Background: an optimization exercise with open tools, aiming at a short achievable clock period and few clock cycles. Do not read the settings as production practice.
In this exercise RTL edits were held to simulation tests only and were not proved equivalent to the original.
Power is estimated from default activity; no workload was simulated.

**flow/config.mk**
```make
export PLATFORM = sky130hd
export DESIGN_NAME = s3lcd_compositor
export DESIGN_NICKNAME = s3lcd_compositor
export VERILOG_FILES = /design/flow/design.v
export SDC_FILE = /design/flow/constraint.sdc
export NUM_CORES = 4
export LEC_CHECK = 0
export ABC_CLOCK_PERIOD_IN_PS = 3000
export CAP_MARGIN = 20
export CORE_MARGIN = 2
export CORE_UTILIZATION = 50
export CTS_CLUSTER_DIAMETER = 200
export CTS_CLUSTER_SIZE = 20
export PLACE_DENSITY = 0.65
export SLEW_MARGIN = 20
```
**flow/constraint.sdc**
```tcl
create_clock -name core_clock -period 10.0 [get_ports {clk}]
set_input_delay 2.0000 -clock core_clock [delete_from_list [all_inputs] [get_ports {clk}]]
set_output_delay 2.0000 -clock core_clock [all_outputs]
set_load 0.01 [all_outputs]
```
**flow/design.v**
```verilog
module s3lcd_compositor (
    input  wire        clk,
    input  wire        rst,
    input  wire        cmd_valid,
    output reg         cmd_ready,
    input  wire [7:0]  cmd_op,
    input  wire [31:0] cmd_x,
    input  wire [31:0] cmd_y,
    input  wire [31:0] cmd_w,
    input  wire [31:0] cmd_h,
    input  wire [15:0] cmd_color,
    input  wire [7:0]  cmd_alpha,
    input  wire [1:0]  cmd_wrap,       
    input  wire [31:0] cmd_src,        
    output reg         src_en,
    output reg  [31:0] src_addr,
    input  wire [15:0] src_data,
    output reg         rd_en,
    output reg  [11:0] rd_addr,
    input  wire [15:0] rd_data,
    output reg         wr_en,
    output reg  [11:0] wr_addr,
    output reg  [15:0] wr_data,
    output reg  [1:0]  rotation
);
    localparam [7:0] OP_SET_ROTATION = 8'h01;
    localparam [7:0] OP_CLEAR        = 8'h02;
    localparam [7:0] OP_SET_PIXEL    = 8'h10;
    localparam [7:0] OP_HLINE        = 8'h11;
    localparam [7:0] OP_VLINE        = 8'h12;
    localparam [7:0] OP_FILL_RECT    = 8'h13;
    localparam [7:0] OP_BLIT         = 8'h20;
    reg  [3:0] rot_i;
    wire [1:0] rsel = {rot_i[3] | rot_i[2], rot_i[3] | rot_i[1]};
    reg  [6:0] fb_w, fb_h;
    always @(*) begin
        case (rsel)
            2'd0:    begin fb_w = 7'd64; fb_h = 7'd48; end
            2'd1:    begin fb_w = 7'd48; fb_h = 7'd64; end
            2'd2:    begin fb_w = 7'd40; fb_h = 7'd30; end
            default: begin fb_w = 7'd7;  fb_h = 7'd5;  end
        endcase
    end
    wire [5:0] wm1 = ({6{rot_i[0]}} & 6'd63) | ({6{rot_i[1]}} & 6'd47) | ({6{rot_i[2]}} & 6'd39) | ({6{rot_i[3]}} & 6'd6);
    wire [5:0] hm1 = ({6{rot_i[0]}} & 6'd47) | ({6{rot_i[1]}} & 6'd63) | ({6{rot_i[2]}} & 6'd29) | ({6{rot_i[3]}} & 6'd4);
    wire [5:0] wm2 = ({6{rot_i[0]}} & 6'd62) | ({6{rot_i[1]}} & 6'd46) | ({6{rot_i[2]}} & 6'd38) | ({6{rot_i[3]}} & 6'd5);
    wire [5:0] hm2 = ({6{rot_i[0]}} & 6'd46) | ({6{rot_i[1]}} & 6'd62) | ({6{rot_i[2]}} & 6'd28) | ({6{rot_i[3]}} & 6'd3);
    reg busy;
    reg st1, st2, st2w, st2d, stfix, strc, stba2, stmul;
    reg stn1, stn2, stn3, stn4, stn5, stdx, stdy, stde, stdf;
    reg pass2;
    reg g_run;
    reg [31:0] c_x, c_y, c_w, c_h;
    reg [15:0] c_color;
    reg [7:0]  c_alpha;
    reg [31:0] c_src;
    reg d_rot, d_clr, d_draw, d_blit, d_uw, d_uh, d_wrx, d_wry, d_wlh, d_wlv;
    reg a_zero, a_full;
    wire i_clr  = (cmd_op == OP_CLEAR);
    wire i_pix  = (cmd_op == OP_SET_PIXEL);
    wire i_h    = (cmd_op == OP_HLINE);
    wire i_v    = (cmd_op == OP_VLINE);
    wire i_fill = (cmd_op == OP_FILL_RECT);
    wire i_blit = (cmd_op == OP_BLIT);
    wire i_line = i_pix | i_h | i_v;
    reg sm_x, sm_y, sm_w, sm_h;
    wire signed [10:0] xs = {{2{c_x[8]}}, c_x[8:0]};
    wire signed [10:0] ys = {{2{c_y[8]}}, c_y[8:0]};
    wire signed [10:0] ws = {{2{c_w[8]}}, c_w[8:0]};
    wire signed [10:0] hs = {{2{c_h[8]}}, c_h[8:0]};
    function [7:0] wrapc;
        input signed [10:0] v;
        input [6:0] n;
        reg signed [10:0] p, m, nn, n2, nneg;
        reg ge, fw;
        begin
            nn   = {4'd0, n};
            n2   = {3'd0, n, 1'b0};
            nneg = -nn;
            p  = v + nn;
            m  = v - nn;
            ge = (v >= nn);
            fw = (v >= nneg) && (v < n2);
            wrapc = {fw, ge, v[10] ? p[5:0] : (ge ? m[5:0] : v[5:0])};
        end
    endfunction
    wire [7:0] wx0 = wrapc(xs, 7'd64), wx1 = wrapc(xs, 7'd48), wx2 = wrapc(xs, 7'd40), wx3 = wrapc(xs, 7'd7);
    wire [7:0] wy0 = wrapc(ys, 7'd48), wy1 = wrapc(ys, 7'd64), wy2 = wrapc(ys, 7'd30), wy3 = wrapc(ys, 7'd5);
    wire [7:0] wx = rot_i[0] ? wx0 : rot_i[1] ? wx1 : rot_i[2] ? wx2 : wx3;
    wire [7:0] wy = rot_i[0] ? wy0 : rot_i[1] ? wy1 : rot_i[2] ? wy2 : wy3;
    wire [5:0] x_wr = wx[5:0];
    wire       x_ge = wx[6];
    wire       x_fw = wx[7];
    wire [5:0] y_wr = wy[5:0];
    wire       y_ge = wy[6];
    wire       y_fw = wy[7];
    reg  signed [10:0] xw_a, yh_a, xw_b, yh_b;
    reg  [11:0] yw_a, yw_b;
    reg         rcd;
    wire signed [10:0] xs_i = {{2{cmd_x[8]}}, cmd_x[8:0]};
    wire signed [10:0] ys_i = {{2{cmd_y[8]}}, cmd_y[8:0]};
    wire signed [10:0] xw = rcd ? xw_b : xw_a;
    wire signed [10:0] yh = rcd ? yh_b : yh_a;
    wire [11:0]        yw = rcd ? yw_b : yw_a;
    wire signed [10:0] xe = xw - 11'sd1;
    wire signed [10:0] ye = yh - 11'sd1;
    wire xw_le0 = xw[10] | (xw == 11'sd0);      
    wire yh_le0 = yh[10] | (yh == 11'sd0);
    wire [5:0] x_lo = xs[10] ? 6'd0 : xs[5:0];
    wire [5:0] y_lo = ys[10] ? 6'd0 : ys[5:0];
    wire w_le0 = ws[10] | (ws == 11'sd0);
    wire h_le0 = hs[10] | (hs == 11'sd0);
    wire cw_le0 = c_w[31] | (c_w == 32'd0);
    wire ch_le0 = c_h[31] | (c_h == 32'd0);
    wire in_x   = ~xs[10] & ~x_ge;
    wire in_y   = ~ys[10] & ~y_ge;
    wire fast_x = d_wrx ? (sm_x & in_x) : (sm_x & (sm_w | ~d_uw));
    wire fast_y = d_wry ? (sm_y & in_y) : (sm_y & (sm_h | ~d_uh));
    wire fix_x  = d_wrx & sm_x & x_fw;
    wire fix_y  = d_wry & sm_y & y_fw;
    wire fast   = d_clr | (fast_x & fast_y);
    wire fixable = (fast_x | fix_x) & (fast_y | fix_y);
    function [11:0] ymulw;
        input [10:0] v;
        input [3:0]  r;
        begin
            ymulw = ({12{r[0]}} & {v[5:0], 6'd0}) |
                    ({12{r[1]}} & ({v[6:0], 5'd0} + {v[7:0], 4'd0})) |
                    ({12{r[2]}} & ({v[6:0], 5'd0} + {v[8:0], 3'd0})) |
                    ({12{r[3]}} & ({v[8:0], 3'd0} - {v[10], v}));
        end
    endfunction
    wire [5:0]  x0_s1    = d_clr ? 6'd0 : x_lo;
    wire [5:0]  y0_s1    = d_clr ? 6'd0 : y_lo;
    wire [11:0] ym_s1    = (d_clr | ys[10]) ? 12'd0 : yw;
    wire [11:0] a1_addr  = (d_clr | ys[10]) ? {6'd0, x0_s1} : yw + {6'd0, x0_s1};
    wire        a1_empty = ~d_clr & (((d_wlh ? cw_le0 : d_wrx ? 1'b0 : ((d_uw & w_le0) | x_ge)) |
                                      (d_wlv ? ch_le0 : d_wry ? 1'b0 : ((d_uh & h_le0) | y_ge))) |
                                     ((d_uw & ~d_wrx) ? xw_le0 : xs[10]) |
                                     ((d_uh & ~d_wry) ? yh_le0 : ys[10]));
    wire        s1_noop  = d_rot | ~d_draw | (a_zero & ~d_clr);
    wire        s1_go    = st1 & fast & ~s1_noop & ~d_blit & ~a1_empty;
    wire        s1_fopq  = (d_clr | a_full) & ~d_blit;
    reg [5:0]  s_x0, s_y0;
    reg [10:0] s_xe, s_ye;
    reg [11:0] s_ymul;
    reg        s_yz;                  
    reg        s_pe;                  
    reg        s_cnt1, s_needmul;
    reg        m_blit, m_opq, m_fillopq, m_wh, m_wv, m_rect;
    reg [31:0] s_cnt;
    reg [31:0] b_skx2, b_sky, b_stride;
    reg [10:0] ta3, ta5, ta6, ta7, ti3, ti5, ti6, ti7;
    wire [31:0] len_x = d_uw ? c_w : 32'd1;
    wire [31:0] len_y = d_uh ? c_h : 32'd1;
    reg  [31:0] n_lx, n_ly, n_magx, n_magy;
    reg  [16:0] n_xlo, n_ylo;
    reg  [17:0] n_xhi, n_yhi;         
    reg  [8:0]  n_clx, n_cly, n_cex, n_cey;
    function [8:0] clamp34;    
        input [33:0] v;
        begin
            if (v[33])             clamp34 = 9'h1ff;
            else if (|v[32:7])     clamp34 = 9'd127;
            else                   clamp34 = {2'b00, v[6:0]};
        end
    endfunction
    wire [8:0] dlx = n_cex - n_clx;
    wire [8:0] dly = n_cey - n_cly;
    reg [31:0] div_mag;
    reg [7:0]  div_rem;
    reg [5:0]  div_cnt;
    reg        div_neg, div_y;
    reg [6:0]  div_mod;
    reg [6:0]  div_q;
    wire [7:0] div_trial = {div_rem[6:0], div_mag[31]};
    wire [7:0] div_next  = (div_trial >= {1'b0, div_mod}) ? div_trial - {1'b0, div_mod} : div_trial;
    wire [6:0] div_res   = (div_neg && div_rem != 8'd0) ? div_mod - div_rem[6:0] : div_rem[6:0];
    wire [11:0] ymul  = s_yz ? 12'd0 : s_ymul;
    wire x_big = ~s_xe[10] & ((rot_i[0] & (s_xe[9:0] >= 10'd63)) | (rot_i[1] & (s_xe[9:0] >= 10'd47)) |
                              (rot_i[2] & (s_xe[9:0] >= 10'd39)) | (rot_i[3] & (s_xe[9:0] >= 10'd6)));
    wire y_big = ~s_ye[10] & ((rot_i[0] & (s_ye[9:0] >= 10'd47)) | (rot_i[1] & (s_ye[9:0] >= 10'd63)) |
                              (rot_i[2] & (s_ye[9:0] >= 10'd29)) | (rot_i[3] & (s_ye[9:0] >= 10'd4)));
    wire [5:0] xe6m1 = s_xe[5:0] - 6'd1;
    wire [5:0] ye6m1 = s_ye[5:0] - 6'd1;
    wire [5:0] xl_m1 = x_big ? wm2 : xe6m1;
    wire [5:0] yl_m1 = y_big ? hm2 : ye6m1;
    wire x0_wm1 = (s_x0 == wm1);
    wire y0_hm1 = (s_y0 == hm1);
    wire x_one = x_big ? x0_wm1 : (s_x0 == s_xe[5:0]);    
    wire y_one = y_big ? y0_hm1 : (s_y0 == s_ye[5:0]);    
    wire s_empty = s_pe | s_xe[10] | s_ye[10];
    wire i_atb  = m_wv ? y0_hm1 : m_wh ? x0_wm1 : x_one;
    wire i_last = m_rect ? (x_one & y_one) : s_cnt1;
    reg [5:0]  g_pos, g_posreset, g_poslim_m1, g_row, g_yl_m1;
    reg        g_single, g_atb, g_rowlast, g_cnt1;
    reg [11:0] g_addr, g_rowstart, g_rowstep, g_step;
    reg [31:0] g_cnt;
    reg [31:0] g_sptr, srow2;
    reg [31:0] mul_q, mul_m;
    reg        sp_c, sr_c, sr_pend, mph, g_bub, st1d;
    reg        sr_cb;
    reg [16:0] bs_lo;                 
    reg [15:0] bs_hi;
    reg [16:0] bx_lo, by_lo, n_mxl, n_myl;
    wire [16:0] nx_lo = {1'b0, ~c_x[15:0]} + 17'd1;
    wire        w2          = st2w;
    wire [5:0]  i_poslim_m1 = m_wv ? hm2 : m_wh ? wm2 : xl_m1;
    wire        i_single    = m_rect & x_one;
    wire        bnd       = w2 ? i_atb : g_atb;
    wire [5:0]  c_poslim_m1 = w2 ? i_poslim_m1 : g_poslim_m1;
    wire        c_single  = w2 ? i_single : g_single;
    wire [5:0]  c_yl_m1   = w2 ? yl_m1 : g_yl_m1;
    wire        c_rowlast = w2 ? y_one : g_rowlast;
    wire        c_last    = w2 ? i_last : m_rect ? (g_atb & g_rowlast) : g_cnt1;
    wire [11:0] step_addr = g_addr + g_step;
    wire [11:0] rownext   = g_rowstart + g_rowstep;
    wire [5:0]  r_pos     = bnd ? g_posreset : g_pos + 6'd1;
    wire        r_atb     = bnd ? c_single : (g_pos == c_poslim_m1);
    wire        r_rowlast = bnd ? (g_row == c_yl_m1) : c_rowlast;
    wire        r_cnt1    = (g_cnt == 32'd2);
    wire [11:0] r_addr    = bnd ? rownext : step_addr;
    wire        mul_done  = (mul_q[31:1] == 31'd0);
    wire stba = st2 & m_blit & ~s_empty;
    wire [31:0] sp_inc  = {g_sptr[31:1] + 31'd1, g_sptr[0]};
    wire [31:0] r_sptr  = g_atb ? srow2 : sp_inc;       
    wire        mq0     = mul_q[0];
    wire [16:0] sp_ba_l = {1'b0, c_src[15:0]}  + {1'b0, b_skx2[15:0]};
    wire [15:0] sp_ba_h = c_src[31:16] + b_skx2[31:16] + {15'd0, sp_c};
    wire [16:0] sp_ml_l = {1'b0, g_sptr[15:0]} + {1'b0, mul_m[15:0]};
    wire [15:0] sp_ml_h = g_sptr[31:16] + mul_m[31:16] + {15'd0, sp_c};
    wire [16:0] sr_ba_l = {1'b0, bs_lo[15:0]} + {1'b0, b_skx2[15:0]};
    wire [15:0] sr_ba_h = bs_hi + b_skx2[31:16] + {15'd0, sr_cb};
    wire [15:0] sr_opl  = stmul ? mul_m[15:0]  : b_stride[15:0];
    wire [15:0] sr_oph  = stmul ? mul_m[31:16] : b_stride[31:16];
    wire [16:0] sr_l    = {1'b0, srow2[15:0]} + {1'b0, sr_opl};
    wire [15:0] sr_h    = srow2[31:16] + sr_oph + {15'd0, sr_c};
    wire        sr_lo_en = (stmul & ~mph & mq0) | (g_run & g_atb);
    wire        sr_hi_en = (stmul & mph & mq0) | sr_pend;
    reg  [31:0] g_sptr_n;
    always @(*) begin
        g_sptr_n = g_sptr;
        if (stba)                    g_sptr_n[15:0]  = sp_ba_l[15:0];
        else if (stba2)              g_sptr_n[31:16] = sp_ba_h;
        else if (stmul & ~mph & mq0) g_sptr_n[15:0]  = sp_ml_l[15:0];
        else if (stmul &  mph & mq0) g_sptr_n[31:16] = sp_ml_h;
        else if (g_run)              g_sptr_n        = r_sptr;
    end
    reg  [11:0] n_addr;
    reg         n_run;
    always @(*) begin
        n_addr = g_addr;
        n_run  = 1'b0;
        if (st1) begin
            n_addr = a1_addr;
            n_run  = s1_go;
        end else if (st2 & m_blit) begin
        end else if (stba2) begin
            n_run  = ~s_needmul;
        end else if (stmul) begin
            n_run  = mph & mul_done;
        end else if (g_bub) begin
            n_run  = 1'b1;
        end else if (g_run) begin
            n_addr = r_addr;
            n_run  = ~c_last & ~(m_blit & g_single);
        end
    end
    wire hold_a = stba2 | stmul | g_bub;
    reg        p1_v, p2_v, p3_v;
    reg [11:0] p1_a, p2_a, p3_a;
    reg        p1_l, p2_l, p3_l;
    reg [15:0] f1, f2;
    reg [10:0] qf_rh, qf_rl, qf_gh, qf_gl, qf_bh, qf_bl;    
    reg [10:0] qb_rh, qb_rl, qb_gh, qb_gl, qb_bh, qb_bl;
    reg [10:0] qc_rh, qc_rl, qc_gh, qc_gl, qc_bh, qc_bl;    
    reg [13:0] pc_r, pc_b;                                  
    reg [14:0] pc_g;
    reg [13:0] pf_r, pb_r, pf_b, pb_b;                      
    reg [14:0] pf_g, pb_g;
    reg        wdone;                 
    function [10:0] tsel;      
        input [2:0]  k;
        input [7:0]  a;
        input [10:0] t3, t5, t6, t7;
        begin
            case (k)
                3'd0: tsel = 11'd0;
                3'd1: tsel = {3'd0, a};
                3'd2: tsel = {2'd0, a, 1'b0};
                3'd3: tsel = t3;
                3'd4: tsel = {1'd0, a, 2'b0};
                3'd5: tsel = t5;
                3'd6: tsel = t6;
                default: tsel = t7;
            endcase
        end
    endfunction
    wire [7:0]  inv_a = ~c_alpha;
    wire [15:0] fin   = m_blit ? src_data : c_color;
    wire [14:0] sum_r = pf_r + pb_r;
    wire [15:0] sum_g = pf_g + pb_g;
    wire [14:0] sum_b = pf_b + pb_b;
    wire [15:0] blended = {sum_r[12:8], sum_g[13:8], sum_b[12:8]};
    wire [14:0] sc_r = pc_r + {qb_rh, 3'b0} + {3'b0, qb_rl};
    wire [15:0] sc_g = pc_g + {1'b0, qb_gh, 3'b0} + {4'b0, qb_gl};
    wire [14:0] sc_b = pc_b + {qb_bh, 3'b0} + {3'b0, qb_bl};
    wire [15:0] blended_c = {sc_r[12:8], sc_g[13:8], sc_b[12:8]};
    wire accept  = ~busy & cmd_valid;
    wire i_noop  = ~(i_clr | i_line | i_fill | i_blit) | (~i_clr & (cmd_alpha == 8'd0));
    wire i_rot   = (cmd_op == OP_SET_ROTATION);
    wire s1_done = st1 & (d_rot | ~d_draw | (a_zero & ~d_clr));
    wire ready_n = ~busy ? (~cmd_valid | i_noop) : (wdone | s1_done | (st1 & fast & ~s1_noop & ~d_blit & a1_empty) |
                           (st2 & m_blit & s_empty) | (g_run & m_fillopq & c_last));
    always @(posedge clk) begin
        if (!busy) begin
            c_x     <= cmd_x;
            c_y     <= cmd_y;
            c_w     <= cmd_w;
            c_h     <= cmd_h;
            c_color <= cmd_color;
            c_alpha <= cmd_alpha;
            c_src   <= cmd_src;
            xw_a    <= xs_i + {{2{cmd_w[8]}}, cmd_w[8:0]};
            yh_a    <= ys_i + {{2{cmd_h[8]}}, cmd_h[8:0]};
            yw_a    <= ymulw(ys_i, rot_i);
            sm_x    <= (cmd_x[31:8] == {24{cmd_x[8]}});
            sm_y    <= (cmd_y[31:8] == {24{cmd_y[8]}});
            sm_w    <= (cmd_w[31:8] == {24{cmd_w[8]}});
            sm_h    <= (cmd_h[31:8] == {24{cmd_h[8]}});
            d_rot   <= (cmd_op == OP_SET_ROTATION);
            d_clr   <= i_clr;
            d_draw  <= i_clr | i_line | i_fill | i_blit;
            d_blit  <= i_blit;
            d_uw    <= i_h | i_fill | i_blit;
            d_uh    <= i_v | i_fill | i_blit;
            d_wrx   <= i_line & cmd_wrap[0];
            d_wry   <= i_line & cmd_wrap[1];
            d_wlh   <= i_h & cmd_wrap[0];
            d_wlv   <= i_v & cmd_wrap[1];
            a_zero  <= (cmd_alpha == 8'd0);
            a_full  <= (cmd_alpha == 8'd255);
        end else if (stn5) begin
            if (!d_wrx) begin
                c_x  <= {{23{n_clx[8]}}, n_clx};
                c_w  <= {{23{dlx[8]}}, dlx};
                sm_x <= 1'b1;
                sm_w <= 1'b1;
            end
            if (!d_wry) begin
                c_y  <= {{23{n_cly[8]}}, n_cly};
                c_h  <= {{23{dly[8]}}, dly};
                sm_y <= 1'b1;
                sm_h <= 1'b1;
            end
        end else if (stdf) begin
            if (div_y) begin
                c_y  <= {25'd0, div_q};
                sm_y <= 1'b1;
            end else begin
                c_x  <= {25'd0, div_q};
                sm_x <= 1'b1;
            end
        end else if (stfix) begin
            if (d_wrx) begin
                c_x  <= {26'd0, x_wr};
                sm_x <= 1'b1;
            end
            if (d_wry) begin
                c_y  <= {26'd0, y_wr};
                sm_y <= 1'b1;
            end
        end
        if (strc) begin
            xw_b <= xs + ws;
            yh_b <= ys + hs;
            yw_b <= ymulw(ys, rot_i);
        end
        if (st1) begin
            s_x0   <= d_clr ? 6'd0 : x_lo;
            s_y0   <= d_clr ? 6'd0 : y_lo;
            s_xe   <= d_clr ? {5'd0, wm1} : (d_uw & ~d_wrx) ? xe : xs;
            s_ye   <= d_clr ? {5'd0, hm1} : (d_uh & ~d_wry) ? ye : ys;
            s_ymul <= yw;
            s_yz   <= d_clr | ys[10];
            s_pe <= ~d_clr & ((d_wlh ? cw_le0 : d_wrx ? 1'b0 : ((d_uw & w_le0) | x_ge)) |
                              (d_wlv ? ch_le0 : d_wry ? 1'b0 : ((d_uh & h_le0) | y_ge)));
            s_cnt     <= d_wlh ? c_w : c_h;
            s_cnt1    <= d_wlh ? (c_w == 32'd1) : (c_h == 32'd1);
            s_needmul <= d_blit & c_y[31];
            m_blit    <= d_blit;
            m_opq     <= d_clr | a_full;
            m_fillopq <= (d_clr | a_full) & ~d_blit;
            m_wh      <= d_wlh;
            m_wv      <= d_wlv;
            m_rect    <= ~d_wlh & ~d_wlv;
            ta3 <= {3'd0, c_alpha} + {2'd0, c_alpha, 1'b0};
            ta5 <= {3'd0, c_alpha} + {1'd0, c_alpha, 2'b0};
            ta6 <= {2'd0, c_alpha, 1'b0} + {1'd0, c_alpha, 2'b0};
            ta7 <= {c_alpha, 3'b0} - {3'd0, c_alpha};
            ti3 <= {3'd0, inv_a} + {2'd0, inv_a, 1'b0};
            ti5 <= {3'd0, inv_a} + {1'd0, inv_a, 2'b0};
            ti6 <= {2'd0, inv_a, 1'b0} + {1'd0, inv_a, 2'b0};
            ti7 <= {inv_a, 3'b0} - {3'd0, inv_a};
            if (!pass2) begin
                bx_lo    <= {1'b0, ~c_x[15:0]} + 17'd1;
                b_skx2[15:0] <= c_x[31] ? {nx_lo[14:0], 1'b0} : 16'd0;
                by_lo    <= {1'b0, ~c_y[15:0]} + 17'd1;
                b_stride <= {c_w[30:0], 1'b0};
                bs_lo    <= {1'b0, c_src[15:0]} + {1'b0, c_w[14:0], 1'b0};
            end
        end
        if (st1d) begin
            bs_hi  <= c_src[31:16] + c_w[30:15] + {15'd0, bs_lo[16]};
            b_skx2[31:16] <= c_x[31] ? {~c_x[30:16] + {14'd0, bx_lo[16]}, bx_lo[15]} : 16'd0;
            b_sky  <= c_y[31] ? {~c_y[31:16] + {15'd0, by_lo[16]}, by_lo[15:0]} : 32'd0;
        end
        if (stn1) begin
            n_lx <= len_x;
            n_ly <= len_y;
        end
        if (stn2) begin
            n_xlo  <= {1'b0, c_x[15:0]} + {1'b0, n_lx[15:0]};
            n_ylo  <= {1'b0, c_y[15:0]} + {1'b0, n_ly[15:0]};
            n_mxl  <= {1'b0, ~c_x[15:0]} + 17'd1;
            n_myl  <= {1'b0, ~c_y[15:0]} + 17'd1;
        end
        if (stn3) begin
            n_magx <= c_x[31] ? {~c_x[31:16] + {15'd0, n_mxl[16]}, n_mxl[15:0]} : c_x;
            n_magy <= c_y[31] ? {~c_y[31:16] + {15'd0, n_myl[16]}, n_myl[15:0]} : c_y;
            n_xhi <= {{2{c_x[31]}}, c_x[31:16]} + {{2{n_lx[31]}}, n_lx[31:16]} + {17'd0, n_xlo[16]};
            n_yhi <= {{2{c_y[31]}}, c_y[31:16]} + {{2{n_ly[31]}}, n_ly[31:16]} + {17'd0, n_ylo[16]};
        end
        if (stn4) begin
            n_clx <= clamp34({{2{c_x[31]}}, c_x});
            n_cly <= clamp34({{2{c_y[31]}}, c_y});
            n_cex <= clamp34({n_xhi, n_xlo[15:0]});
            n_cey <= clamp34({n_yhi, n_ylo[15:0]});
        end
        if (stn5) begin
            div_rem <= 8'd0;
            div_cnt <= 6'd0;
            div_y   <= ~d_wrx;
            div_neg <= d_wrx ? c_x[31] : c_y[31];
            div_mag <= d_wrx ? n_magx : n_magy;
            div_mod <= d_wrx ? fb_w : fb_h;
        end
        if (stdx || stdy) begin
            div_rem <= div_next;
            div_mag <= {div_mag[30:0], 1'b0};
            div_cnt <= div_cnt + 6'd1;
        end
        if (stde) div_q <= div_res;
        if (stdf) begin
            div_rem <= 8'd0;
            div_cnt <= 6'd0;
            div_y   <= 1'b1;
            div_neg <= c_y[31];
            div_mag <= n_magy;
            div_mod <= fb_h;
        end
        g_addr <= n_addr;
        rd_addr  <= st1 ? a1_addr : (hold_a | (st2 & m_blit)) ? g_addr : r_addr;
        src_addr <= hold_a ? g_sptr_n : r_sptr;
        if (st1) begin
            g_pos       <= d_wlv ? y0_s1 : x0_s1;
            g_posreset  <= (d_wlh | d_wlv) ? 6'd0 : x0_s1;
            g_row       <= y0_s1;
            g_rowstart  <= d_wlv ? {6'd0, x0_s1} : d_wlh ? ym_s1 : a1_addr;
            g_rowstep   <= (d_wlh | d_wlv) ? 12'd0 : {5'd0, fb_w};
            g_step      <= d_wlv ? {5'd0, fb_w} : 12'd1;
            g_cnt       <= d_wlh ? c_w : c_h;
            g_cnt1      <= d_wlh ? (c_w == 32'd1) : (c_h == 32'd1);
        end
        if (st2) begin
            g_poslim_m1 <= i_poslim_m1;
            g_single    <= i_single;
            g_yl_m1     <= yl_m1;
        end
        if (st2 & m_blit) begin
            g_atb       <= i_atb;
            g_rowlast   <= y_one;
        end else if (g_run) begin
            g_pos     <= r_pos;
            g_atb     <= r_atb;
            g_rowlast <= r_rowlast;
            g_cnt     <= g_cnt - 32'd1;
            g_cnt1    <= r_cnt1;
            if (bnd) begin
                g_row      <= g_row + 6'd1;
                g_rowstart <= rownext;
            end
        end
        g_sptr <= g_sptr_n;
        if (stba)            sp_c <= sp_ba_l[16];
        else if (stmul & ~mph) sp_c <= sp_ml_l[16];
        if (stba2) begin
            mul_q <= b_sky;
            mul_m <= b_stride;
        end
        if (stba) begin
            srow2[15:0] <= sr_ba_l[15:0];
            sr_cb       <= sr_ba_l[16];
        end else if (sr_lo_en) begin
            srow2[15:0] <= sr_l[15:0];
            sr_c        <= sr_l[16];
        end
        if (stba2)         srow2[31:16] <= sr_ba_h;
        else if (sr_hi_en) srow2[31:16] <= sr_h;
        if (stmul & mph) begin
            mul_q <= mul_q >> 1;
            mul_m <= mul_m << 1;
        end
        p1_a <= g_addr;
        p1_l <= c_last;
        p2_a <= p1_a;
        p2_l <= p1_l;
        p3_a <= p2_a;
        p3_l <= p2_l;
        f1    <= fin;
        f2    <= f1;
        if (st2) begin
            qc_rh <= tsel({1'b0, c_color[15:14]}, c_alpha, ta3, ta5, ta6, ta7);
            qc_rl <= tsel(c_color[13:11],         c_alpha, ta3, ta5, ta6, ta7);
            qc_gh <= tsel(c_color[10:8],          c_alpha, ta3, ta5, ta6, ta7);
            qc_gl <= tsel(c_color[7:5],           c_alpha, ta3, ta5, ta6, ta7);
            qc_bh <= tsel({1'b0, c_color[4:3]},   c_alpha, ta3, ta5, ta6, ta7);
            qc_bl <= tsel(c_color[2:0],           c_alpha, ta3, ta5, ta6, ta7);
        end
        if (st2d) begin
            pc_r <= {qc_rh, 3'b0} + {3'b0, qc_rl};
            pc_g <= {1'b0, qc_gh, 3'b0} + {4'b0, qc_gl};
            pc_b <= {qc_bh, 3'b0} + {3'b0, qc_bl};
        end
        qf_rh <= m_blit ? tsel({1'b0, src_data[15:14]}, c_alpha, ta3, ta5, ta6, ta7) : qc_rh;
        qf_rl <= m_blit ? tsel(src_data[13:11],         c_alpha, ta3, ta5, ta6, ta7) : qc_rl;
        qf_gh <= m_blit ? tsel(src_data[10:8],          c_alpha, ta3, ta5, ta6, ta7) : qc_gh;
        qf_gl <= m_blit ? tsel(src_data[7:5],           c_alpha, ta3, ta5, ta6, ta7) : qc_gl;
        qf_bh <= m_blit ? tsel({1'b0, src_data[4:3]},   c_alpha, ta3, ta5, ta6, ta7) : qc_bh;
        qf_bl <= m_blit ? tsel(src_data[2:0],           c_alpha, ta3, ta5, ta6, ta7) : qc_bl;
        qb_rh <= tsel({1'b0, rd_data[15:14]}, inv_a, ti3, ti5, ti6, ti7);
        qb_rl <= tsel(rd_data[13:11],         inv_a, ti3, ti5, ti6, ti7);
        qb_gh <= tsel(rd_data[10:8],          inv_a, ti3, ti5, ti6, ti7);
        qb_gl <= tsel(rd_data[7:5],           inv_a, ti3, ti5, ti6, ti7);
        qb_bh <= tsel({1'b0, rd_data[4:3]},   inv_a, ti3, ti5, ti6, ti7);
        qb_bl <= tsel(rd_data[2:0],           inv_a, ti3, ti5, ti6, ti7);
        pf_r <= {qf_rh, 3'b0} + {3'b0, qf_rl};
        pf_g <= {1'b0, qf_gh, 3'b0} + {4'b0, qf_gl};
        pf_b <= {qf_bh, 3'b0} + {3'b0, qf_bl};
        pb_r <= {qb_rh, 3'b0} + {3'b0, qb_rl};
        pb_g <= {1'b0, qb_gh, 3'b0} + {4'b0, qb_gl};
        pb_b <= {qb_bh, 3'b0} + {3'b0, qb_bl};
        if (st1 | m_fillopq) begin
            wr_addr <= st1 ? a1_addr : r_addr;
            wr_data <= c_color;
        end else begin
            wr_addr <= m_blit ? p3_a : p2_a;
            wr_data <= ~m_blit ? blended_c : m_opq ? f2 : blended;
        end
        if (rst) begin
            cmd_ready <= 1'b1;
            busy      <= 1'b0;
            rotation  <= 2'd0;
            rot_i     <= 4'b0001;
            wdone     <= 1'b0;
            st1 <= 1'b0; st2 <= 1'b0; st2w <= 1'b0; st2d <= 1'b0; stfix <= 1'b0; strc <= 1'b0; stba2 <= 1'b0; stmul <= 1'b0;
            mph <= 1'b0; g_bub <= 1'b0; sr_pend <= 1'b0; st1d <= 1'b0;
            stn1 <= 1'b0; stn2 <= 1'b0; stn3 <= 1'b0; stn4 <= 1'b0; stn5 <= 1'b0;
            stdx <= 1'b0; stdy <= 1'b0; stde <= 1'b0; stdf <= 1'b0;
            pass2 <= 1'b0;
            rcd   <= 1'b0;
            g_run  <= 1'b0;
            rd_en  <= 1'b0;
            src_en <= 1'b0;
            wr_en  <= 1'b0;
            p1_v <= 1'b0; p2_v <= 1'b0; p3_v <= 1'b0;
        end else begin
            st1   <= (accept & ~i_noop) | strc;
            strc  <= stfix;
            if (accept & i_rot) begin
                rotation <= cmd_x[1:0];
                rot_i    <= 4'b0001 << cmd_x[1:0];
            end
            st2   <= 1'b0;
            st2w  <= 1'b0;
            stfix <= 1'b0;
            stba2 <= stba;
            st2d  <= st2;
            st1d  <= st1 & ~pass2;
            mph   <= stmul & ~mph;
            g_bub <= g_run & ~c_last & m_blit & g_single;
            sr_pend <= g_run & bnd;
            stn1  <= 1'b0;
            stn2  <= stn1;
            stn3  <= stn2;
            stn4  <= stn3;
            stn5  <= stn4;
            stde  <= 1'b0;
            stdf  <= 1'b0;
            stmul <= 1'b0;
            if (accept) pass2 <= 1'b0;
            if (accept) rcd <= 1'b0;
            if (strc)   rcd <= 1'b1;
            if (st1) begin
                if (d_rot) begin
                end else if (!d_draw || (a_zero && !d_clr)) begin
                end else if (fast) begin
                    if (d_blit || !a1_empty) st2 <= 1'b1;
                    if (!d_blit && !a1_empty) st2w <= 1'b1;
                end else if (fixable) begin
                    stfix <= 1'b1;
                end else begin
                    stn1 <= 1'b1;
                end
            end
            if (stn5) begin
                pass2 <= 1'b1;
                if (d_wrx)      stdx <= 1'b1;
                else if (d_wry) stdy <= 1'b1;
                else            strc <= 1'b1;
            end
            if ((stdx || stdy) && div_cnt == 6'd31) begin
                stdx <= 1'b0;
                stdy <= 1'b0;
                stde <= 1'b1;
            end
            if (stde) stdf <= 1'b1;
            if (stdf) begin
                if (!div_y && d_wry) stdy <= 1'b1;
                else                 strc <= 1'b1;
            end
            if (st2) begin
            end
            if (stba2 && s_needmul) stmul <= 1'b1;
            if (stmul && !(mph && mul_done)) stmul <= 1'b1;
            cmd_ready <= ready_n;
            busy      <= ~ready_n;
            g_run  <= n_run;
            rd_en  <= n_run & (st1 ? ~s1_fopq : ~m_fillopq);
            src_en <= n_run & m_blit;
            p1_v   <= g_run & ~m_fillopq;
            p2_v   <= p1_v;
            p3_v   <= p2_v;
            wr_en  <= st1 ? (s1_go & s1_fopq) : m_fillopq ? n_run : m_blit ? p3_v : p2_v;
            wdone  <= m_blit ? (p3_v & p3_l) : (p2_v & p2_l);
        end
    end
endmodule
```
**flow/flow/run.sh**
```bash
#!/bin/bash
# Standard ORFS layout (the standard.sh, unchanged synthesis), with the
# timing-repair steps asked to reach a larger setup margin at the design's
# own clock period and constraints. Each step's full output is in orfs/logs;
# make's own output is in flow_make.log.
set -euo pipefail
bash standard.sh SETUP_SLACK_MARGIN=7.6 finish > flow_make.log 2>&1
```
**flow/standard.sh**
```bash
#!/bin/bash
# synth_recipe.tcl (not shown) runs the flow's synth.tcl, then flattens the netlist and writes it again
# the make line also repeats each setting of config.mk as NAME=value (left out here)
make -C /OpenROAD-flow-scripts/flow DESIGN_CONFIG=/design/flow/config.mk WORK_HOME=/design/flow/orfs CLKGATE_MAP_FILE= SYNTH_SCRIPT=/design/flow/synth_recipe.tcl "${@:-finish}"
```
==> results of run 1 <==
## placed cells by master (no fill, tap or decap), types with 70 or more instances in the layout
cell type  instances
a21o_1           161
buf_6            247
mux2i_1          153
inv_1            372
o211ai_1          86
nand2_1          591
nand3_1          138
o21ai_0          387
ha_4             102
nor3_1           132
or3_1             86
o21ai_1          247
clkbuf_16        100
nor2_1           535
nor2b_1           90
xnor2_1          346
xor2_1           156
edfxtp_1        1065
buf_12            90
ha_1             461
o21a_1            73
buf_4            707
mux2_2           139
a21oi_2          152
o21ai_2          104
inv_2             77
and2_1           152
dfxtp_1          406
nand4_1           70
a21oi_1          381
## per-stage QoR
step | setup WS (ns) | area, sq um | power [mW]
global placement | 4.793 | 97750 | 9.979
floorplan | 6.232 | 93810 | 9.257
finish | 6.655 | 116800 | 14.70
CTS | 6.618 | 110600 | 14.36
global route | 6.524 | 116800 | 15.22
detailed placement | 4.774 | 97800 | 10.04
## worst reg2reg max path: stages, from the launching register on
cell	delay [ns]
edfxtp_1	0.47
inv_2	0.12
fa_2	0.23
inv_2	0.04
fa_2	0.37
a211oi_4	0.27
o21ai_2	0.11
a211oi_2	0.26
nor2_1	0.11
o221a_2	0.26
o211ai_1	0.21
mux2i_2	0.38
a211oi_2	0.14
o31ai_1	0.26
## path summary, 6_finish.rpt
check | from | to | slack, ns | cells after the start
worst min register to register | f1[11] | f2[11] | 0.33 | 0
worst max-delay path | rotation[1] | rotation[1] | 6.66 | 1
worst min-delay path | f1[11] | f2[11] | 0.33 | 0
worst max register to register | c_src[16] | src_addr[30] | 6.69 | 13
## layout make-up
| cell class | instances | share of cell area, % |
|---|---|---|
| Inverter | 494 | 1.783 |
| Clock buffer | 156 | 2.086 |
| Multi-Input combinational cell | 6461 | 45.49 |
| Timing Repair inverter | 1 | 0.004286 |
| Timing Repair Buffer | 1356 | 11.94 |
| Antenna cell | 7 | 0.01500 |
| Sequential cell | 1560 | 36.02 |
| Clock inverter | 7 | 0.1179 |
| Tap cell | 2370 | 2.539 |
## routing by layer
| metal | track usage [%] | wire length (um) | vias to the layer above |
|---|---|---|---|
| li1 | - | - | 34840 |
| met1 | 46.71 | 131500 | 38090 |
| met2 | 53.41 | 149100 | 4409 |
| met3 | 5.349 | 35110 | 1009 |
| met4 | 17.25 | 20650 | 4 |
| met5 | 0 | 29 | - |
## cell families after synthesis
group | after synthesis | share of synthesized area, %
XOR/XNOR | 572 | 5.532
AO/OA/AOI/OAI | 2416 | 16.85
multiplexers | 371 | 4.596
buffers and inverters | 957 | 4.004
adder cells (fa/ha/maj) | 664 | 9.813
flip-flops | 1560 | 46.26
AND/OR/NAND/NOR | 2427 | 12.95
## power by group
group | leakage [nW] | switching, mW | internal [mW]
logic | 30.3 | 1.72 | 1.55
registers | 14.2 | 0.288 | 7.17
clock network | 1.21 | 2.29 | 1.68
total | 45.7 | 4.30 | 10.4
## repair_timing
item,in CTS,in global routing
endpoints found under the setup margin,1086,712
gates resized for setup,2046,867
gates cloned,50,15
pin swaps,510,536
setup buffers,543,310
==> flow_summary.json, run 1 <==
{
  "syn_nets": 9860,
  "path_cells": "buf_6",
  "drc": 0,
  "regArea_sq_mm": 0.04207,
  "yosys_warnings": 1,
  "ys_top_cells_by_area": "edfxtp_1, dfxtp_1, ha_1",
  "end_kind": "primary output",
  "dp_cells": 11320,
  "timing.final.crit_share_pct": 33.45,
  "hold_class": "reg2reg",
  "async_reset_ff_share_pct": 0,
  "cp.arrival_ns": 1.34,
  "track_usage_pct": 34.36,
  "slew_viol_final": 0,
  "dieArea_sq_mm": 0.1845,
  "slowest_delay_ns": 0.42,
  "clk_latency_ns": 0.79,
  "power.density_mw_per_mm2": 125.9,
  "area_growth_pct": 28.96,
  "crit_buf_inv": 1,
  "yosysSeqAreaShare_pct": 46.26,
  "skew_ns": 0.04170,
  "synth_area_sq_mm": 0.09055,
  "grt_overflow": 0,
  "yosysTopAreaCell": "edfxtp_1",
  "crit_required_ns": 8.00,
  "final_cells": 12410,
  "cts_buffer_depth": 3,
  "ioPinCount": 307,
  "critPathTopFamily": "flip-flops",
  "synth_flop_cell": "edfxtp_1",
  "finalCriticalPeriod_ns": 3.345,
  "rows": 156,
  "final_nets": 10850,
  "initialDrtViolationCount": 10030,
  "num-fill-cells": 13880,
  "synth-edff-count": 1065,
  "cts_buffers": 87,
  "multi_input_area_sq_mm": 0.05312,
  "synth_cell_types": 87,
  "synth_seq_cells": 1560,
  "detail_route.wl_per_cell_um": 27.10,
  "setup_violations": 0,
  "worstMarginPinSlew_ns": 1.337,
  "synth_commonest_cells": "edfxtp_1, o21ai_0, nand2_1",
  "outcome": "no timing/DRC/antenna violations",
  "coreArea_sq_mm": 0.1804,
  "gp_congestion": 0.9507,
  "vias": 78350,
  "grt_pass1_vias": 73690,
  "final_util_pct": 64.75,
  "place_hpwl_um": 217800,
  "rsz0062_at_grt": "true",
  "initial_core_util_pct": 50.21,
  "clk_pin_slew_worst_paths_ns": 0.10,
  "syn_avg_cell_area_sq_um": 10.10,
  "numPortBuffers": 306,
  "htreeDepth": 3,
  "dieHeight_um": 429.6,
  "grt_antenna_before_repair": 18,
  "grt_max_degree": 115,
  "hold_ws_ns": 0.3307,
  "grt_pass1_wl_um": 477800,
  "maxCapViolCount": 0,
  "netlist_instances": 8967,
  "postCtsHoldBufs": 0,
  "finalSetupTns_ns": 0,
  "slew_headroom_pct": 10.89,
  "ctsRootBufferMaster": "clkbuf_16",
  "crit_path_top_delay_cell": "dfxtp_4",
  "cp_max_fo": 2,
  "worstSetupPathType": "reg2out",
  "antenna_left": 0,
  "postRouteWirelength_um": 336400,
  "finalHoldViolations": 0,
  "crit_path_start_kind": "flop",
  "power_leakage_nw": 45.67,
  "ir_drop_mv": 0.1401,
  "avgViaCountPerCell": 6.312,
  "synth.most_common_cell": "edfxtp_1",
  "clock-sinks": 1560,
  "synth_top_area_share_pct": 35.32,
  "drive_above_1_share_pct": 29.48,
  "cts_tree": "yes",
  "drt_pass1_iterations": 10,
  "fmax_mhz": 299.0,
  "die_w_um": 429.6
}
Testbench counts, summed over its fixed seeds: cycles 235,623.
==> run 2, diff against run 1 <==
--- a/flow/flow/run.sh
+++ b/flow/flow/run.sh
@@ -4,4 +4,4 @@
 # own clock period and constraints. Each step's full output is in orfs/logs;
 # make's own output is in flow_make.log.
 set -euo pipefail
-bash standard.sh SETUP_SLACK_MARGIN=7.6 finish > flow_make.log 2>&1
+bash standard.sh SETUP_SLACK_MARGIN=7.8 finish > flow_make.log 2>&1
--- a/flow/config.mk
+++ b/flow/config.mk
@@ -8,8 +8,8 @@
 export ABC_CLOCK_PERIOD_IN_PS = 3000
 export CAP_MARGIN = 20
 export CORE_MARGIN = 2
-export CORE_UTILIZATION = 50
+export CORE_UTILIZATION = 55
 export CTS_CLUSTER_DIAMETER = 200
 export CTS_CLUSTER_SIZE = 20
-export PLACE_DENSITY = 0.65
+export PLACE_DENSITY = 0.7
 export SLEW_MARGIN = 20
==> flow_summary.json, run 2 <==
{
  "hold_ws_ns": 0.3257,
  "slew_headroom_pct": 9.549,
  "cp_max_fo": 1,
  "syn_avg_cell_area_sq_um": 10.10,
  "htreeDepth": 3,
  "cts_buffers": 87,
  "grtUsageMet1_pct": 51.20,
  "synthMuxAreaShare_pct": 4.596,
  "dieArea_sq_mm": 0.1679,
  "finalHoldViolations": 0,
  "synth.most_common_cell": "edfxtp_1",
  "final_nets": 10960,
  "syn_nets": 9860,
  "place_hpwl_um": 214000,
  "grt_pass1_wl_um": 493100,
  "intPower_mw": 10.54,
  "synth_top_family_by_area": "compound AO/OA/AOI/OAI gates",
  "drive_above_1_share_pct": 34.08,
  "fmax_mhz": 297.5,
  "worstReg2RegStart": "c_src[19]",
  "vias": 80840,
  "synth_commonest_cells": "edfxtp_1, o21ai_0, nand2_1",
  "numPortBuffers": 306,
  "grt.busiest_layer": "met2",
  "detail_route.wl_per_cell_um": 28.17,
  "rrSetupSlack_ns": 6.84,
  "crit_buf_inv": 1,
  "cts_buffer_depth": 3,
  "clk_pin_slew_worst_paths_ns": 0.10,
  "initial_core_util_pct": 55.51,
  "synth-edff-count": 1065,
  "min_to": "p2_a[11]",
  "track_usage_pct": 38.97,
  "place_area_sq_mm": 0.09890,
  "dieHeight_um": 409.8,
  "ys_top_cells_by_area": "edfxtp_1, dfxtp_1, ha_1",
  "met2_usage_pct": 58.77,
  "hold_class": "reg2reg",
  "end_kind": "primary output",
  "synth-adder-area-share_pct": 9.813,
  "antenna_left": 0,
  "yosysSeqAreaShare_pct": 46.26,
  "ioPinCount": 307,
  "crit_path_start_kind": "flop",
  "stdcell_area_sq_mm": 0.1208,
  "ir_drop_mv": 0.1504,
  "grt_pass1_vias": 76850,
  "layout_common_cells": "edfxtp_1, buf_4, nand2_1",
  "synth_seq_cells": 1560,
  "grtUsageMet3_pct": 10.07,
  "slew_viol_final": 0,
  "outcome": "no timing/DRC/antenna violations",
  "p_sw_mw": 4.442,
  "die_w_um": 409.8,
  "finalSetupTns_ns": 0,
  "final_common_cell": "edfxtp_1",
  "worst_r2r_path_depth": 10,
  "clock-sinks": 1560,
  "finalCriticalPeriod_ns": 3.362,
  "synth_area_sq_mm": 0.09055,
  "avgViaCountPerCell": 6.559,
  "initialDrtViolationCount": 10870,
  "grt_max_degree": 80,
  "worstMarginPinSlew_ns": 1.357,
  "cts_tree": "yes",
  "crit_required_ns": 8.00,
  "drt_pass1_iterations": 10,
  "synth-compound-area-share_pct": 16.85,
  "worstSetupPathType": "reg2out",
  "critPathTopFamily": "flip-flops",
  "yosys_warnings": 1,
  "grt_overflow": 0,
  "synth_cell_types": 87,
  "holdPathStages": 0,
  "skew_ns": 0.06035,
  "yosysTopAreaCell": "edfxtp_1",
  "path_cells": "buf_6",
  "yosys.area_share.simple_pct": 12.95,
  "setup_violations": 0,
  "power.density_mw_per_mm2": 124.1,
  "slowest_delay_ns": 0.47,
  "netlist_instances": 8967,
  "min-delay-start": "p1_a[11]",
  "p_seq_share_pct": 49.9,
  "coreArea_sq_mm": 0.1631,
  "power_leakage_nw": 47.01,
  "ctsRootBufferMaster": "clkbuf_16",
  "timing.final.crit_share_pct": 33.62,
  "rows": 148,
  "postRouteWirelength_um": 347200,
  "postCtsHoldBufs": 0,
  "combPwrFrac_pct": 23.4,
  "async_reset_ff_share_pct": 0,
  "drc": 0,
  "synth_flop_cell": "edfxtp_1",
  "grt_antenna_before_repair": 14,
  "maxCapViolCount": 0,
  "p_clk_share_pct": 26.7,
  "rsz0062_at_grt": "true",
  "synth_top_area_share_pct": 35.32,
  "area_growth_pct": 33.40,
  "switching_share_pct": 29.64,
  "synth-xor-area-share_pct": 5.532,
  "rr_endpoint": "src_addr[30]",
  "cp.arrival_ns": 1.36,
  "clk_latency_ns": 0.78,
  "crit_path_top_delay_cell": "dfxtp_4",
  "gp_congestion": 0.9706
}
run 2: how the worst max path moves through the flow:
| stage | startpoint | end | depth (start not counted) |
|---|---|---|---|
| 2_1_floorplan | cmd_y[0] | yw_a[11] | 9 |
| 3_3_place_gp | cmd_y[1] | yw_a[9] | 11 |
| 3_5_place_dp | cmd_y[1] | yw_a[9] | 11 |
| 4_1_cts | cmd_ready | cmd_ready | 1 |
| 5_1_grt | cmd_ready | cmd_ready | 1 |
| 6_report | cmd_ready | cmd_ready | 1 |
run 2: repair_timing:
item	4_1_cts	5_1_grt
endpoints found under the setup margin	1340	848
pin swaps	693	593
gates cloned	72	10
gates resized for setup	2491	876
buffers inserted	656	308
run 2: cells by family (layout without fill, tap and decap cells):
group / after synthesis / after routing
fa+ha+maj: 664 / 664
buf+inv: 957 / 2122
compound gates: 2416 / 2419
simple gates: 2427 / 2435
other cells: 0 / 6
flops: 1560 / 1560
mux: 371 / 371
xor+xnor: 572 / 572
run 2: power groups by stage:
stage | sequential [mW] | clock (mW) | combinational, mW
finish | 7.48 | 4.00 | 3.51
global route | 7.51 | 4.21 | 3.74
CTS | 7.46 | 3.99 | 3.09
detailed placement | 7.62 | 0 | 2.49
global placement | 7.61 | 0 | 2.43
floorplan | 7.49 | 0 | 1.83
run 2: stage by stage:
step	setup WS [ns]	cells	utilization [%]	power (mW)
floorplan	6.232	8967	-	9.328
global route	6.612	12320	74.04	15.46
global placement	4.847	11110	60.62	10.04
finish	6.638	12320	74.04	14.99
detailed placement	4.805	11110	60.62	10.11
CTS	6.620	12000	70.31	14.54
run 2: area by class of cell:
class,count,area (sq um)
fill,10700,42340
multi-input combinational,6461,54590
timing repair inverter,1,8.758
sequential,1560,42130
clock buffer,157,2440
inverter,494,2953
timing repair buffer,1463,15770
clock inverter,7,172.7
tap,2175,2721
antenna,6,15.01
run 2: per-layer routing:
| metal | vias up | share of wire [%] |
|---|---|---|
| met2 | 5168 | 43 |
| met4 | 12 | 7.1 |
| li1 | 35080 | - |
| met1 | 39170 | 37 |
| met3 | 1409 | 13 |
| met5 | - | 0.027 |

==> separate check: timing with driven ports <==
No port has a modelled driver above. Below, the same layouts with a new extraction and two added sets of constraints. Step 1 assumes that a clkbuf_16 drives the clock port and a buf_2 every other input. Step 2 adds t to the input delays and takes it off the output delays; t is the mean of the earliest and latest rising clock arrival at the registers after step 1. Input paths then give back, and output paths get back, about the clock's delay inside the block. Three values: no drivers, after step 1, after step 2; two values: the first two.
run | shift t [ns] | setup slack, ns | worst hold slack (ns) | worst slew at a driven data input, ns
run 1 | 0.869 | 6.655 / 6.558 / 5.999 | 0.331 / 0.331 / 0.331 | 0.18
run 2 | 0.847 | 6.638 / 6.543 / 5.931 | 0.326 / 0.326 / 0.326 | 0.23
After both steps every run listed still meets setup and hold. For run 2, which loses most, drivers alone change the setup slack by -0.095 ns; drivers and shift together by -0.707 ns.
